Background: an optimization exercise with open tools, aiming at small area. Do not read the settings as production practice. Function was checked by simulation only, so behaviour that the tests miss may differ from the original. Power and IR drop assume default switching activity.

the baseline:
// angers_ctrl
module angers_ctrl (
    input  wire        clk,
    input  wire        rst,
    input  wire        cmd_valid,
    input  wire [31:0] cmd,
    output wire        cmd_ready,
    output wire        busy,
    output wire [31:0] result,
    output wire        ser_tx,
    input  wire        ser_rx,
    output wire        pot_dq,
    output wire [1:0]  pot_clk,
    output wire [1:0]  pot_rst,
    output wire        adc_en_o,
    output wire [3:0]  adc_mux,
    output wire        adc_start,
    input  wire        adc_done,
    input  wire [9:0]  adc_value,
    input  wire [3:0]  btn,
    input  wire        tach,
    output wire        fan_pwm
);
Size: about 1900 cells after synthesis, about 460 flip-flops, about 99 I/O pins, about 17000 µm² of cells after synthesis.
clock: 1000.0 ns
lec_check: 0
abc_area: 1
cap_margin: 20
core_margin: 2
core_utilization: 40
cts_buf_list: sky130_fd_sc_hd__clkbuf_16
cts_cluster_diameter: 80
cts_cluster_size: 28
slew_margin: 20
standard.sh (not shown) runs the stock make flow with config.mk's settings and CLKGATE_MAP_FILE= SYNTH_SCRIPT=/design/flow/synth_recipe.tcl, a recipe that flattens the netlist after the stock synthesis.
==> flow/flow/run.sh <==
#!/bin/bash
# Own layout flow: the standard flow, with two changes.
#  1. Synthesis is the standard synthesis, except that ABC maps the logic
#     with an area script (flow/abc_area.script) that does no buffering or
#     sizing; the registers are untouched.
#  2. Port buffers are the smallest buffer, sky130_fd_sc_hd__buf_1.
# Each tool's output goes to a log file of its own in this folder.
set -euo pipefail
W=$(pwd)
rm -rf "$W/flow_scripts"
cp -r "$FLOW_HOME/scripts" "$W/flow_scripts"
cp "$W/flow/abc_area.script" "$W/flow_scripts/abc_area.script"
SCRIPTS_DIR="$W/flow_scripts" bash "$W/standard.sh" synth > "$W/synth.log" 2>&1
BUFFER_PORTS_ARGS="-buffer_cell sky130_fd_sc_hd__buf_1" bash "$W/standard.sh" > "$W/layout.log" 2>&1
==> flow/flow/abc_area.script <==
strash
dch
map -a
mfs2
strash
dch
map -a
topo
diff inputs: the baseline => the candidate
==> flow/run.sh (new file) <==
#!/bin/bash
# synth_recipe.tcl (not shown) runs the flow's synth.tcl, then flattens the netlist and writes it again
# the make line also repeats each setting of config.mk as NAME=value (left out here)
make -C /OpenROAD-flow-scripts/flow DESIGN_CONFIG=/design/flow/config.mk WORK_HOME=/design/flow/orfs CLKGATE_MAP_FILE= SYNTH_SCRIPT=/design/flow/synth_recipe.tcl finish
removed: flow/flow/run.sh
removed: flow/flow/abc_area.script
removed: flow/standard.sh
### Flow results
The candidate gives more last weighted congestion value of the routability-driven placer than the baseline did.
When the final numbers for the baseline and the candidate were put side by side, the detailed-routed wire length on met3 turned out to be greater in the candidate.
The candidate vs the baseline — number of logic inverters in the finished layout dropped slightly
The candidate ends up with a pin count of the biggest net entering global routing that is about 11% lower than in the baseline.
Wire length of the first global-routing pass grows by a few percent when moving from the baseline to the candidate.
Taking the baseline as the reference point, the post-route standard cell area excluding fillers of the candidate rises by about 5%.
The source of the critical timing path comes out cmd_valid in one run and rst in the other, namely in the baseline and the candidate respectively.
The candidate ended with more number of rows created at floorplan than the baseline.
Going from the baseline to the candidate, fraction of standard cell area in multi-input logic grew by 1.0 points, multi-input combinational cell count grew by 7.7%, final wirelength grew by 3.8%, post-detailed-placement cell area grew by 910 µm².

========
Another version of the RTL of angers_ctrl (not shown whole).
Size in the first run: ~1,700 cells after synthesis, ~450 flip-flops, ~0.017 sq mm of cells after synthesis.
Design angers_ctrl, start of the top module:
module angers_ctrl (
    input  wire        clk,
    input  wire        rst,
    input  wire        cmd_valid,
    input  wire [31:0] cmd,
    output wire        cmd_ready,
    output wire        busy,
    output wire [31:0] result,
    output wire        ser_tx,
    input  wire        ser_rx,
    output wire        pot_dq,
    output wire [1:0]  pot_clk,
    output wire [1:0]  pot_rst,
    output wire        adc_en_o,
    output wire [3:0]  adc_mux,
    output wire        adc_start,
    input  wire        adc_done,
    input  wire [9:0]  adc_value,
    input  wire [3:0]  btn,
    input  wire        tach,
    output wire        fan_pwm
);
    localparam [3:0] O_NOP   = 4'd0,  O_TX    = 4'd1,  O_RXAV  = 4'd2,  O_RXRD  = 4'd3,
                     O_INIT  = 4'd4,  O_CLEAR = 4'd5,  O_GOTO  = 4'd6,  O_PRINT = 4'd7,
                     O_CUR   = 4'd8,  O_POT   = 4'd9,  O_ADC   = 4'd10, O_ADCEN = 4'd11,
                     O_EDGE  = 4'd12, O_FSTEP = 4'd13, O_FPER  = 4'd14, O_TXT   = 4'd15;
    localparam [2:0] S_IDLE = 3'd0, S_EXEC = 3'd1, S_SEQ = 3'd2, S_POT = 3'd3,
                     S_ADC1 = 3'd4, S_ADC2 = 3'd5, S_ADC3 = 3'd6, S_RXW = 3'd7;
    reg  [2:0] st;
    reg  [3:0] op;
    reg  [7:0] cmd_a, cmd_b;
    reg        cmd_c0;
    assign busy      = (st != S_IDLE);
    assign cmd_ready = ~busy;
    reg  [3:0] op_dec;
    always @(*) begin
  ...
clock: 1000.0 ns
lec_check: 0
abc_area: 1
cap_margin: 0
core_margin: 2
core_utilization: 40
cts_buf_list: sky130_fd_sc_hd__clkbuf_8
cts_cluster_diameter: 80
cts_cluster_size: 16
slew_margin: 0
==> flow/flow/run.sh <==
#!/bin/bash
# Own layout flow: the standard flow, with two changes.
#  1. Synthesis is the standard synthesis, except that ABC maps the logic
#     with an area script (flow/abc_area.script) that does no buffering or
#     sizing; the registers are untouched.
#  2. Port buffers are the smallest buffer, sky130_fd_sc_hd__buf_1.
# Each tool's output goes to a log file of its own in this folder.
set -euo pipefail
W=$(pwd)
rm -rf "$W/flow_scripts"
cp -r "$FLOW_HOME/scripts" "$W/flow_scripts"
cp "$W/flow/abc_area.script" "$W/flow_scripts/abc_area.script"
SCRIPTS_DIR="$W/flow_scripts" bash "$W/standard.sh" synth > "$W/synth.log" 2>&1
BUFFER_PORTS_ARGS="-buffer_cell sky130_fd_sc_hd__buf_1" bash "$W/standard.sh" > "$W/layout.log" 2>&1
==> flow/flow/abc_area.script <==
strash
&get -n
&dch -f
&nf -a -R 1000
&put
mfs2
strash
&get -n
&dch -f
&nf -a -R 1000
&put
topo
==> next run, changes <==
--- a/flow/config.mk
+++ b/flow/config.mk
@@ -9 +9 @@
-export CAP_MARGIN = 0
+export CAP_MARGIN = 20
@@ -15 +15 @@
-export SLEW_MARGIN = 0
+export SLEW_MARGIN = 20
Result: Wire length hardly moves; worst hold slack stays flat; critical path depth does not change; power stays flat; synthesized area stays the same; register-to-register slack improves by 0.26 ns; sequential power barely changes; sequential share of layout area is about the same; worst setup slack improves by 0.038 ns.
==> next run, changes <==
--- a/flow/config.mk
+++ b/flow/config.mk
@@ -12,3 +12,3 @@
-export CTS_BUF_LIST = sky130_fd_sc_hd__clkbuf_8
-export CTS_CLUSTER_DIAMETER = 80
-export CTS_CLUSTER_SIZE = 16
+export CTS_BUF_LIST = sky130_fd_sc_hd__clkbuf_4
+export CTS_CLUSTER_DIAMETER = 60
+export CTS_CLUSTER_SIZE = 8
After rerunning: Sequential cell count stays the same. Global-route usage grows by 0.28 points. Design area rises by 0.68%. Total power grows by 2.3%. Worst hold slack loses 0.024 ns. Clock skew rose by 0.041 ns. Die area stays the same. Sequential share of layout area goes down by 0.35 points.
==> next run, changes <==
--- a/flow/config.mk
+++ b/flow/config.mk
@@ -12 +12 @@
-export CTS_BUF_LIST = sky130_fd_sc_hd__clkbuf_4
+export CTS_BUF_LIST = sky130_fd_sc_hd__clkbuf_8
@@ -14 +14 @@
-export CTS_CLUSTER_SIZE = 8
+export CTS_CLUSTER_SIZE = 14
Outcome:
- The new run passed the timing, design-rule and antenna checks
- setup slack is worse by 0.046 ns
- via count drops by 1.6%
- routed wire length drops by 1.1%
- sequential power barely changes
- maximum frequency hardly moves

[separate check: timing with driven ports]
How much do the figures lean on ideal ports? The routed layouts below were timed once more, with nothing changed but the port constraints.
Step 1: set_driving_cell puts a clkbuf_16 on clk and a buf_2 on each other input, an assumption about the parent block.
Step 2, shift: input delay + t, output delay - t, t = (earliest + latest rising clock arrival at the registers) / 2. This alone moves slack from input paths to output paths.
Slacks: ideal ports / drivers / drivers and shift; pairs: ideal ports / drivers.
run | shift t [ns] | setup slack, ns | hold WS [ns]
the baseline | 0.616 | 796.378 / 796.396 / 795.780 | 0.319 / 0.319 / 0.319
the candidate | 0.617 | 797.016 / 797.048 / 796.430 | 0.325 / 0.325 / 0.325
the first run of note 2 | 0.631 | 797.106 / 797.136 / 796.505 | 0.328 / 0.328 / 0.328
the second run of note 2 | 0.632 | 797.144 / 797.173 / 796.541 | 0.329 / 0.329 / 0.329
the third run of note 2 | 0.762 | 797.204 / 797.229 / 796.467 | 0.304 / 0.304 / 0.304
the fourth run of note 2 | 0.637 | 797.159 / 797.185 / 796.549 | 0.325 / 0.325 / 0.325
After both steps setup and hold are still met in every run listed. For the third run of note 2, which loses most, drivers alone change the setup slack by +0.025 ns; drivers and shift together by -0.737 ns.
